Context: an optimization exercise on an open-source flow, tuned for small area, a short achievable clock period and few clock cycles per item. The choices shown serve that exercise and are no tape-out recipe. Only simulation tests tie the RTL to the original design; equivalence was not proved. Power figures rest on the tool's default switching activity, not on a simulated workload.

==> raven: inputs <==
==> flow/design.v <==
module sdr_cbuild (
    input  wire        clk,
    input  wire        rst,          
    input  wire        start,        
    input  wire        qam,          
    input  wire [15:0] arg,          
    output reg         busy,
    output reg         done,         
    output reg  [7:0]  err,          
    output reg  [31:0] cinfo,        
    output reg         clut_we,
    output reg  [7:0]  clut_waddr,
    output wire [31:0] clut_wdata
);
    reg         st_chk, st_setup, st_half, st_write;
    reg         flip_r;      
    reg         wrap_r;      
    reg         cend_r;      
    reg         lastc_r;     
    reg         bw_r;        
    reg         mode;        
    reg  [8:0]  m;           
    reg         big;         
    reg  [7:0]  R1;          
    reg  [8:0]  R2;          
    reg  [1:0]  p1, p2;      
    reg  [9:0]  x2n;         
    reg  [32:0] q;           
    reg  [34:0] acc;         
    reg  [15:0] vB;          
    reg  [7:0]  rc;          
    reg         ph;          
    reg  [4:0]  cc;          
    reg  [3:0]  b;           
    reg  [4:0]  kk;          
    assign clut_wdata = {acc[34:19], vB};
    wire accept = start & ~busy;
    wire [8:0] mb   = cinfo[8:0];
    wire       qb_m = cinfo[16];
    wire       even = ~mb[0];    
    reg  [4:0] k_lut;
    reg        sq_lut;
    always @(*) begin
        sq_lut = 1'b1;
        case (m)
        9'd4:   begin k_lut = 5'd2;   end
        9'd9:   begin k_lut = 5'd3;   end
        9'd16:  begin k_lut = 5'd4;  end
        9'd25:  begin k_lut = 5'd5;  end
        9'd36:  begin k_lut = 5'd6;  end
        9'd49:  begin k_lut = 5'd7;  end
        9'd64:  begin k_lut = 5'd8;  end
        9'd81:  begin k_lut = 5'd9;  end
        9'd100: begin k_lut = 5'd10; end
        9'd121: begin k_lut = 5'd11; end
        9'd144: begin k_lut = 5'd12; end
        9'd169: begin k_lut = 5'd13; end
        9'd196: begin k_lut = 5'd14; end
        9'd225: begin k_lut = 5'd15; end
        9'd256: begin k_lut = 5'd16; end
        default: begin k_lut = 5'd0; sq_lut = 1'b0; end
        endcase
    end
    wire [8:0] a0_sum = mb + {4'd0, kk};
    wire [7:0] a0_lut = even ? a0_sum[8:1] : mb[8:1];
    wire [8:0] n_lev = qb_m ? {4'd0, kk} : mb;         
    wire [7:0] c0    = n_lev[8:1];                    
    wire [7:0] h1m1  = c0 - {7'd0, even};             
    wire [7:0] h2m1  = c0 - 8'd1;                     
    wire [3:0] kc0m1 = kk[4:1] - 4'd1;                
    wire e_zero = ~big & (m == 9'd0);
    wire e_one  = ~big & (m == 9'd1);
    wire e_big  = big | (m[8] & (|m[7:0]));
    wire e_sq   = mode & ~sq_lut;
    wire fail   = e_zero | e_one | e_big | e_sq;
    wire [7:0] err_code = e_zero ? 8'h11 : e_one ? 8'h21 : e_big ? 8'h31 :
                          e_sq ? 8'h41 : 8'h00;
    reg         pow2;        
    reg  [3:0]  log2m;       
    always @(*) begin
        pow2 = 1'b1;
        case (m)
        9'd2:   log2m = 4'd1;
        9'd4:   log2m = 4'd2;
        9'd8:   log2m = 4'd3;
        9'd16:  log2m = 4'd4;
        9'd32:  log2m = 4'd5;
        9'd64:  log2m = 4'd6;
        9'd128: log2m = 4'd7;
        9'd256: log2m = 4'd8;
        default: begin pow2 = 1'b0; log2m = 4'd0; end
        endcase
    end
    wire [9:0] d1a  = {1'b0, R1, 1'b1} - {1'b0, m};        
    wire       g1a  = ~d1a[9];
    wire [7:0] r1a  = g1a ? d1a[7:0] : {R1[6:0], 1'b0};
    wire [9:0] d1b  = {1'b0, r1a, 1'b1} - {1'b0, m};
    wire       g1b  = ~d1b[9];
    wire [7:0] r1b  = g1b ? d1b[7:0] : {r1a[6:0], 1'b0};
    wire [9:0]  t2a  = {R2, p1[1]};
    wire [10:0] s2a  = {1'b0, t2a} + {1'b0, x2n};
    wire        g2a  = s2a[10];
    wire [8:0]  r2a  = g2a ? s2a[8:0] : t2a[8:0];
    wire [9:0]  t2b  = {r2a, p1[0]};
    wire [10:0] s2b  = {1'b0, t2b} + {1'b0, x2n};
    wire        g2b  = s2b[10];
    wire [8:0]  r2b  = g2b ? s2b[8:0] : t2b[8:0];
    wire        st_sq   = st_chk | st_setup;        
    wire        sgn     = acc[34];
    wire        inv     = st_sq & ~sgn;
    wire        cst     = st_half | flip_r;
    wire [34:0] add_a   = st_sq ? {acc[32:0], p2} : (acc ^ {35{flip_r}});
    wire [32:0] qb      = (q ^ {33{inv}}) & {33{~cst}};
    wire [34:0] add_b   = {qb, st_sq, st_sq ? sgn : (~cst | (st_half & even))}
                        | (st_half ? 35'h40000 : 35'd0)
                        | (flip_r  ? 35'h80000 : 35'd0);
    wire        add_c   = st_sq ? ~sgn : ~st_half;
    wire [34:0] sum     = add_a + add_b + {34'd0, add_c};
    wire        rbit    = ~sum[34];                     
    wire        setup_last = st_setup & (rc == 8'd0);
    wire        turn    = flip_r | wrap_r;
    wire [7:0]  rc_n    = turn ? (flip_r ? h2m1 : h1m1) : rc - 8'd1;
    wire        rcz_n   = turn ? (flip_r ? (h2m1 == 8'd0) : (h1m1 == 8'd0)) : (rc == 8'd1);
    wire        ph_n    = ph ^ turn;
    wire [3:0]  b_nx    = bw_r ? 4'd0 : b + 4'd1;
    wire        cend_n  = ~cend_r & (cc == 5'd1);
    wire        lastc_n = cend_r ? (b_nx == kc0m1) : lastc_r;
    wire        last    = qb_m ? (cend_r & lastc_r) : wrap_r;
    wire        last_nx = qb_m ? (cend_n & lastc_n) : (rcz_n & ph_n);
    wire [3:0]  b_new   = cend_r ? b_nx : b;
    wire [7:0]  addr_inc = (~qb_m | (cend_r & bw_r)) ? 8'd0 : {3'd0, kk};
    wire [7:0]  addr_nx  = flip_r ? {4'd0, b_new & {4{qb_m}}} :
                           clut_waddr + addr_inc + {7'd0, ~qb_m | cend_r};
    always @(posedge clk) begin
        if (rst) begin
            st_chk   <= 1'b0;
            st_setup <= 1'b0;
            st_half  <= 1'b0;
            st_write <= 1'b0;
            busy     <= 1'b0;
            done     <= 1'b0;
            err      <= 8'd0;
            cinfo    <= 32'd0;
            clut_we  <= 1'b0;
        end else begin
            st_chk   <= accept;
            st_setup <= (st_chk & ~fail) | (st_setup & ~setup_last);
            st_half  <= setup_last;
            st_write <= st_half | (st_write & ~last);
            clut_we  <= st_half | (st_write & ~last);
            done     <= (st_chk & fail) | (st_write & ~last & last_nx);
            if (accept)
                busy <= 1'b1;
            else if ((st_chk & fail) | (st_write & last_nx))
                busy <= 1'b0;
            if (st_chk) begin
                err <= err_code;
                if (!fail)
                    cinfo <= {1'b1, 13'd0, pow2, mode, log2m, 3'd0, m};
            end
        end
    end
    always @(posedge clk) begin
        if (!busy) begin
            mode <= qam;
            m    <= arg[8:0];
            big  <= |arg[15:9];
            x2n  <= ~(qam ? 10'd1 : {1'b0, arg[8:0]});
            if (arg[8:0] <= 9'd4) begin
                R1 <= (arg[8:0] == 9'd3) ? 8'd1 : 8'd0;
                p1 <= (arg[8:0] == 9'd2) ? 2'd3 : 2'd1;
            end else begin
                p1 <= 2'd0;
                R1 <= ~(|arg[8:4]) ? 8'd3 : ~(|arg[8:6]) ? 8'd12 :
                      ~(arg[8] | (&arg[7:5])) ? 8'd48 : 8'd192;
            end
            rc  <= ~(|arg[8:4]) ? 8'd33 : ~(|arg[8:6]) ? 8'd32 :
                   ~(arg[8] | (&arg[7:5])) ? 8'd31 : 8'd30;
            R2  <= 9'd0;
            p2  <= 2'd0;
            acc <= 35'd0;
            q   <= 33'd0;
        end else begin
            R1  <= r1b;
            p1  <= {g1a, g1b};
            R2  <= r2b;
            p2  <= {g2a, g2b};
            if (setup_last)
                acc <= {1'b0, q[31:0] & {32{even}}, rbit & even, 1'b0};
            else
                acc <= sum;
            if (st_sq)
                q <= {q[31:0], rbit};
        end
        if (st_chk)
            kk <= k_lut;
        if (st_sq)
            rc <= rc - 8'd1;
        flip_r <= 1'b0;
        wrap_r <= 1'b0;
        cend_r <= 1'b0;
        if (st_half) begin
            rc         <= h1m1;
            ph         <= 1'b0;
            flip_r     <= (h1m1 == 8'd0);
            cc         <= kk;
            lastc_r    <= 1'b0;
            b          <= c0[3:0];
            bw_r       <= ({1'b0, c0[3:0]} == kk - 5'd1);
            clut_waddr <= qb_m ? a0_lut : c0;
            vB         <= qb_m ? sum[34:19] : 16'd0;
        end
        if (st_write && busy) begin    
            rc      <= rc_n;
            ph      <= ph_n;
            flip_r  <= rcz_n & ~ph_n;
            wrap_r  <= rcz_n & ph_n;
            cend_r  <= qb_m & cend_n;
            cc      <= cend_r ? kk : cc - 5'd1;
            lastc_r <= lastc_n;
            clut_waddr <= addr_nx;
            if (cend_r) begin
                b    <= b_nx;
                bw_r <= ({1'b0, b_nx} == kk - 5'd1);
                vB   <= sum[34:19];
            end
        end
    end
endmodule
==> flow/flow/run.sh <==
#!/bin/bash
# Standard ORFS layout (the standard.sh, standard synthesis unchanged), with the
# timing repair asked to over-fix setup and the ports buffered with buf_2 cells: the
# clock period and constraints are the design's own; only the resizer's target slack
# and the port buffer cell differ from the default flow.
set -euo pipefail
export SETUP_SLACK_MARGIN=${SETUP_MARGIN:-9.5}
export BUFFER_PORTS_ARGS="-buffer_cell sky130_fd_sc_hd__buf_2"
bash standard.sh synth > synth.log 2>&1
bash standard.sh > layout.log 2>&1
==> flow/standard.sh <==
#!/bin/bash
# synth_recipe.tcl (not shown) runs the flow's synth.tcl, then flattens the netlist and writes it again
# the make line also repeats each setting of config.mk as NAME=value (left out here)
make -C /OpenROAD-flow-scripts/flow DESIGN_CONFIG=/design/flow/config.mk WORK_HOME=/design/flow/orfs CLKGATE_MAP_FILE= SYNTH_SCRIPT=/design/flow/synth_recipe.tcl "${@:-finish}"
==> flow/config.mk <==
export PLATFORM = sky130hd
export DESIGN_NAME = sdr_cbuild
export DESIGN_NICKNAME = sdr_cbuild
export VERILOG_FILES = /design/flow/design.v
export SDC_FILE = /design/flow/constraint.sdc
export NUM_CORES = 4
export LEC_CHECK = 0
export ABC_AREA = 1
export CAP_MARGIN = 20
export CORE_MARGIN = 2
export CORE_UTILIZATION = 55
export SLEW_MARGIN = 20
==> flow/constraint.sdc <==
create_clock -name core_clock -period 13.0 [get_ports {clk}]
set_input_delay 2.6000 -clock core_clock [delete_from_list [all_inputs] [get_ports {clk}]]
set_output_delay 2.6000 -clock core_clock [all_outputs]
set_load 0.01 [all_outputs]
==> inputs of violet, as changes to raven <==
==> flow/design.v, changed modules only <==
module sdr_cbuild (
    input  wire        clk,
    input  wire        rst,          
    input  wire        start,        
    input  wire        qam,          
    input  wire [15:0] arg,          
    output reg         busy,
    output reg         done,         
    output reg  [7:0]  err,          
    output reg  [31:0] cinfo,        
    output reg         clut_we,
    output reg  [7:0]  clut_waddr,
    output wire [31:0] clut_wdata
);
    reg         st_chk, st_setup, st_half, st_write;
    reg         flip_r;      
    reg         wrap_r;      
    reg         cend_r;      
    reg         lastc_r;     
    reg         bw_r;        
    reg         mode;        
    reg  [8:0]  m;           
    reg         big;         
    reg  [7:0]  R1;          
    reg  [8:0]  R2;          
    reg  [1:0]  p1, p2;      
    reg  [9:0]  x2n;         
    reg  [33:0] q;           
    reg  [36:0] acc;         
    reg  [15:0] vB;          
    reg  [7:0]  rc;          
    reg         ph;          
    reg  [4:0]  cc;          
    reg  [3:0]  b;           
    reg  [4:0]  kk;          
    assign clut_wdata = {acc[35:20], vB};
    wire accept = start & ~busy;
    wire [8:0] mb   = cinfo[8:0];
    wire       qb_m = cinfo[16];
    wire       even = ~mb[0];    
    reg  [4:0] k_lut;
    reg        sq_lut;
    reg  [7:0] a0_lut;       
    always @(*) begin
        sq_lut = 1'b1;
        case (m)
        9'd4:   begin k_lut = 5'd2;  a0_lut = 8'd3;   end
        9'd9:   begin k_lut = 5'd3;  a0_lut = 8'd4;   end
        9'd16:  begin k_lut = 5'd4;  a0_lut = 8'd10;  end
        9'd25:  begin k_lut = 5'd5;  a0_lut = 8'd12;  end
        9'd36:  begin k_lut = 5'd6;  a0_lut = 8'd21;  end
        9'd49:  begin k_lut = 5'd7;  a0_lut = 8'd24;  end
        9'd64:  begin k_lut = 5'd8;  a0_lut = 8'd36;  end
        9'd81:  begin k_lut = 5'd9;  a0_lut = 8'd40;  end
        9'd100: begin k_lut = 5'd10; a0_lut = 8'd55;  end
        9'd121: begin k_lut = 5'd11; a0_lut = 8'd60;  end
        9'd144: begin k_lut = 5'd12; a0_lut = 8'd78;  end
        9'd169: begin k_lut = 5'd13; a0_lut = 8'd84;  end
        9'd196: begin k_lut = 5'd14; a0_lut = 8'd105; end
        9'd225: begin k_lut = 5'd15; a0_lut = 8'd112; end
        9'd256: begin k_lut = 5'd16; a0_lut = 8'd136; end
        default: begin k_lut = 5'd0; a0_lut = 8'd0; sq_lut = 1'b0; end
        endcase
    end
    wire [8:0] n_lev = qb_m ? {4'd0, kk} : mb;         
    wire [7:0] c0    = n_lev[8:1];                    
    wire [7:0] h1m1  = c0 - {7'd0, even};             
    wire [7:0] h2m1  = c0 - 8'd1;                     
    wire [3:0] kc0m1 = kk[4:1] - 4'd1;                
    wire e_zero = ~big & (m == 9'd0);
    wire e_one  = ~big & (m == 9'd1);
    wire e_big  = big | (m[8] & (|m[7:0]));
    wire e_sq   = mode & ~sq_lut;
    wire fail   = e_zero | e_one | e_big | e_sq;
    wire [7:0] err_code = e_zero ? 8'h11 : e_one ? 8'h21 : e_big ? 8'h31 :
                          e_sq ? 8'h41 : 8'h00;
    wire        pow2 = (m & (m - 9'd1)) == 9'd0;
    reg  [3:0]  log2m;
    integer     j;
    always @(*) begin
        log2m = 4'd0;
        for (j = 0; j < 9; j = j + 1)
            if (m[j]) log2m = j[3:0];
    end
    wire [9:0] d1a  = {1'b0, R1, 1'b1} - {1'b0, m};        
    wire       g1a  = ~d1a[9];
    wire [7:0] r1a  = g1a ? d1a[7:0] : {R1[6:0], 1'b0};
    wire [9:0] d1b  = {1'b0, r1a, 1'b1} - {1'b0, m};
    wire       g1b  = ~d1b[9];
    wire [7:0] r1b  = g1b ? d1b[7:0] : {r1a[6:0], 1'b0};
    wire [9:0]  t2a  = {R2, p1[1]};
    wire [10:0] s2a  = {1'b0, t2a} + {1'b0, x2n};
    wire        g2a  = s2a[10];
    wire [8:0]  r2a  = g2a ? s2a[8:0] : t2a[8:0];
    wire [9:0]  t2b  = {r2a, p1[0]};
    wire [10:0] s2b  = {1'b0, t2b} + {1'b0, x2n};
    wire        g2b  = s2b[10];
    wire [8:0]  r2b  = g2b ? s2b[8:0] : t2b[8:0];
    wire        st_sq   = st_chk | st_setup;        
    wire        sgn     = acc[36];
    wire        inv     = st_sq & ~sgn;
    wire        cst     = st_half | flip_r;
    wire [36:0] add_a   = st_sq ? {acc[34:0], p2} : (acc ^ {37{flip_r}});
    wire [34:0] qb      = ({1'b0, q} ^ {35{inv}}) & {35{~cst}};
    wire [36:0] add_b   = {qb, ~cst, st_sq ? sgn : ~cst | (st_half & even)}
                        | (st_half ? 37'h80000 : 37'd0)
                        | (flip_r  ? 37'h100000 : 37'd0);
    wire        add_c   = st_sq ? ~sgn : st_half ? even : 1'b1;
    wire [36:0] sum     = add_a + add_b + {36'd0, add_c};
    wire        rbit    = ~sum[36];                     
    wire        setup_last = st_setup & (rc == 8'd0);
    wire        turn    = flip_r | wrap_r;
    wire [7:0]  rc_n    = turn ? (flip_r ? h2m1 : h1m1) : rc - 8'd1;
    wire        rcz_n   = turn ? (flip_r ? (h2m1 == 8'd0) : (h1m1 == 8'd0)) : (rc == 8'd1);
    wire        ph_n    = ph ^ turn;
    wire [3:0]  b_nx    = bw_r ? 4'd0 : b + 4'd1;
    wire        cend_n  = ~cend_r & (cc == 5'd1);
    wire        lastc_n = cend_r ? (b_nx == kc0m1) : lastc_r;
    wire        last    = qb_m ? (cend_r & lastc_r) : wrap_r;
    wire        last_nx = qb_m ? (cend_n & lastc_n) : (rcz_n & ph_n);
    wire [3:0]  b_new   = cend_r ? b_nx : b;
    wire [7:0]  addr_inc = (~qb_m | (cend_r & bw_r)) ? 8'd0 : {3'd0, kk};
    wire [7:0]  addr_nx  = flip_r ? {4'd0, b_new & {4{qb_m}}} :
                           clut_waddr + addr_inc + {7'd0, ~qb_m | cend_r};
    always @(posedge clk) begin
        if (rst) begin
            st_chk   <= 1'b0;
            st_setup <= 1'b0;
            st_half  <= 1'b0;
            st_write <= 1'b0;
            busy     <= 1'b0;
            done     <= 1'b0;
            err      <= 8'd0;
            cinfo    <= 32'd0;
            clut_we  <= 1'b0;
        end else begin
            st_chk   <= accept;
            st_setup <= (st_chk & ~fail) | (st_setup & ~setup_last);
            st_half  <= setup_last;
            st_write <= st_half | (st_write & ~last);
            clut_we  <= st_half | (st_write & ~last);
            done     <= (st_chk & fail) | (st_write & ~last & last_nx);
            if (accept)
                busy <= 1'b1;
            else if ((st_chk & fail) | (st_write & last_nx))
                busy <= 1'b0;
            if (st_chk) begin
                err <= err_code;
                if (!fail)
                    cinfo <= {1'b1, 13'd0, pow2, mode, pow2 ? log2m : 4'd0, 3'd0, m};
            end
        end
    end
    always @(posedge clk) begin
        if (!busy) begin
            mode <= qam;
            m    <= arg[8:0];
            big  <= |arg[15:9];
            x2n  <= ~(qam ? 10'd1 : {1'b0, arg[8:0]});
            if (arg[8:0] <= 9'd4) begin
                R1 <= (arg[8:0] == 9'd3) ? 8'd1 : 8'd0;
                p1 <= (arg[8:0] == 9'd2) ? 2'd3 : 2'd1;
            end else begin
                p1 <= 2'd0;
                R1 <= (arg[8:0] <= 9'd13) ? 8'd3 : (arg[8:0] <= 9'd49) ? 8'd12 :
                      (arg[8:0] <= 9'd193) ? 8'd48 : 8'd192;
            end
            rc  <= (arg[8:0] <= 9'd13) ? 8'd34 : (arg[8:0] <= 9'd49) ? 8'd33 :
                   (arg[8:0] <= 9'd193) ? 8'd32 : 8'd31;
            R2  <= 9'd0;
            p2  <= 2'd0;
            acc <= 37'd0;
            q   <= 34'd0;
        end else begin
            R1  <= r1b;
            p1  <= {g1a, g1b};
            R2  <= r2b;
            p2  <= {g2a, g2b};
            if (setup_last)
                acc <= {2'b0, q[32:0] & {33{even}}, rbit & even, 1'b0};
            else
                acc <= sum;
            if (st_sq)
                q <= {q[32:0], rbit};
        end
        if (st_chk)
            kk <= k_lut;
        if (st_sq)
            rc <= rc - 8'd1;
        flip_r <= 1'b0;
        wrap_r <= 1'b0;
        cend_r <= 1'b0;
        if (st_half) begin
            rc         <= h1m1;
            ph         <= 1'b0;
            flip_r     <= (h1m1 == 8'd0);
            cc         <= kk;
            lastc_r    <= 1'b0;
            b          <= c0[3:0];
            bw_r       <= ({1'b0, c0[3:0]} == kk - 5'd1);
            clut_waddr <= qb_m ? a0_lut : c0;
            vB         <= qb_m ? sum[35:20] : 16'd0;
        end
        if (st_write && busy) begin    
            rc      <= rc_n;
            ph      <= ph_n;
            flip_r  <= rcz_n & ~ph_n;
            wrap_r  <= rcz_n & ph_n;
            cend_r  <= qb_m & cend_n;
            cc      <= cend_r ? kk : cc - 5'd1;
            lastc_r <= lastc_n;
            clut_waddr <= addr_nx;
            if (cend_r) begin
                b    <= b_nx;
                bw_r <= ({1'b0, b_nx} == kk - 5'd1);
                vB   <= sum[35:20];
            end
        end
    end
endmodule
==> flow/flow/run.sh (replaced) <==
#!/bin/bash
set -euo pipefail
export SETUP_SLACK_MARGIN=${SETUP_MARGIN:-9.0}
bash standard.sh synth > synth.log 2>&1
bash standard.sh > layout.log 2>&1
--- a/flow/config.mk
+++ b/flow/config.mk
@@ -7,6 +7,5 @@
 export LEC_CHECK = 0
-export ABC_AREA = 1
 export CAP_MARGIN = 20
 export CORE_MARGIN = 2
-export CORE_UTILIZATION = 55
+export CORE_UTILIZATION = 40
 export SLEW_MARGIN = 20
==> qor summary <==
quantity	raven	violet
Worst-case headroom to the max-slew limit	0.3402	0.3035
Routed met1 length	19450 um	17940 um
Period utilization	0.2780	0.3105
Wire length of the first global-routing pass	64470 um	62360 um
Highest cell delay on the worst timing path	0.42 ns	0.44 ns
Comb power frac	0.440	0.426
Count of cells resized by post-cts repair	123	87
Final Power	2.203 mW	2.104 mW
Final critical delay including setup and external delays	3.614 ns	4.037 ns
Maximum number of pins on one net before global-route repair	72	80
Width of the die	162.6 um	191.2 um
Post-placement cell area	0.01429 mm2	0.01496 mm2
Cell count after placement	2321	2161
Worst path required time	10.40 ns	13.33 ns
Area growth from synthesis to final layout	18.53%	15.90%
Fin nets	2212	1893
Run status	finished clean	finished clean
Floorplan die height	162.6 um	191.2 um
R2r worst-path depth	20	24
Number of cells on the critical path	1	24
Critical hold path startpoint	q[23]	vB[15]
Routability Congestion	0.9281	0.8975
Top cell type's share of synthesized area	0.2013	0.2028
Buffering overhead	0.09230	0.08450
Share of synthesized cell area in and, or, nand and nor gates	0.2567	0.1933
Endpoint kind of the worst setup timing path	primary output	flip-flop
Pwr Density	134.4 mW/mm2	129.6 mW/mm2
Testbench counts of raven, summed over its fixed seeds: cycles 13,890, builds 96.
Testbench counts of violet, summed over its fixed seeds: cycles 13,975, builds 96.

## port drivers added, routing unchanged
No port has a modelled driver above. Below, the same layouts with a new extraction and two added sets of constraints. Step 1 assumes that a clkbuf_16 drives the clock port and a buf_2 every other input. Step 2 moves the port delays by t, midway between the first and last clock arrival at a register: inputs arrive t later, outputs are due t later. That takes back most of the time a late clock gives input paths. Slacks: ideal / step 1 / step 2; pairs: ideal / step 1.
| run | t, ns | setup WS [ns] | clock arrival spread, ns | worst register clock-pin slew, ns | pins driven straight from the clock port |
|---|---|---|---|---|---|
| raven | 0.480 | 9.386 / 9.336 / 9.064 | 0.018 / 0.018 | 0.08 / 0.08 | 1 |
| violet | 0.504 | 8.963 / 8.963 / 8.644 | 0.017 / 0.017 | 0.08 / 0.08 | 1 |
After both steps setup and hold are still met in every run listed. For raven, which loses most, drivers alone change the setup slack by -0.050 ns; drivers and shift together by -0.322 ns.
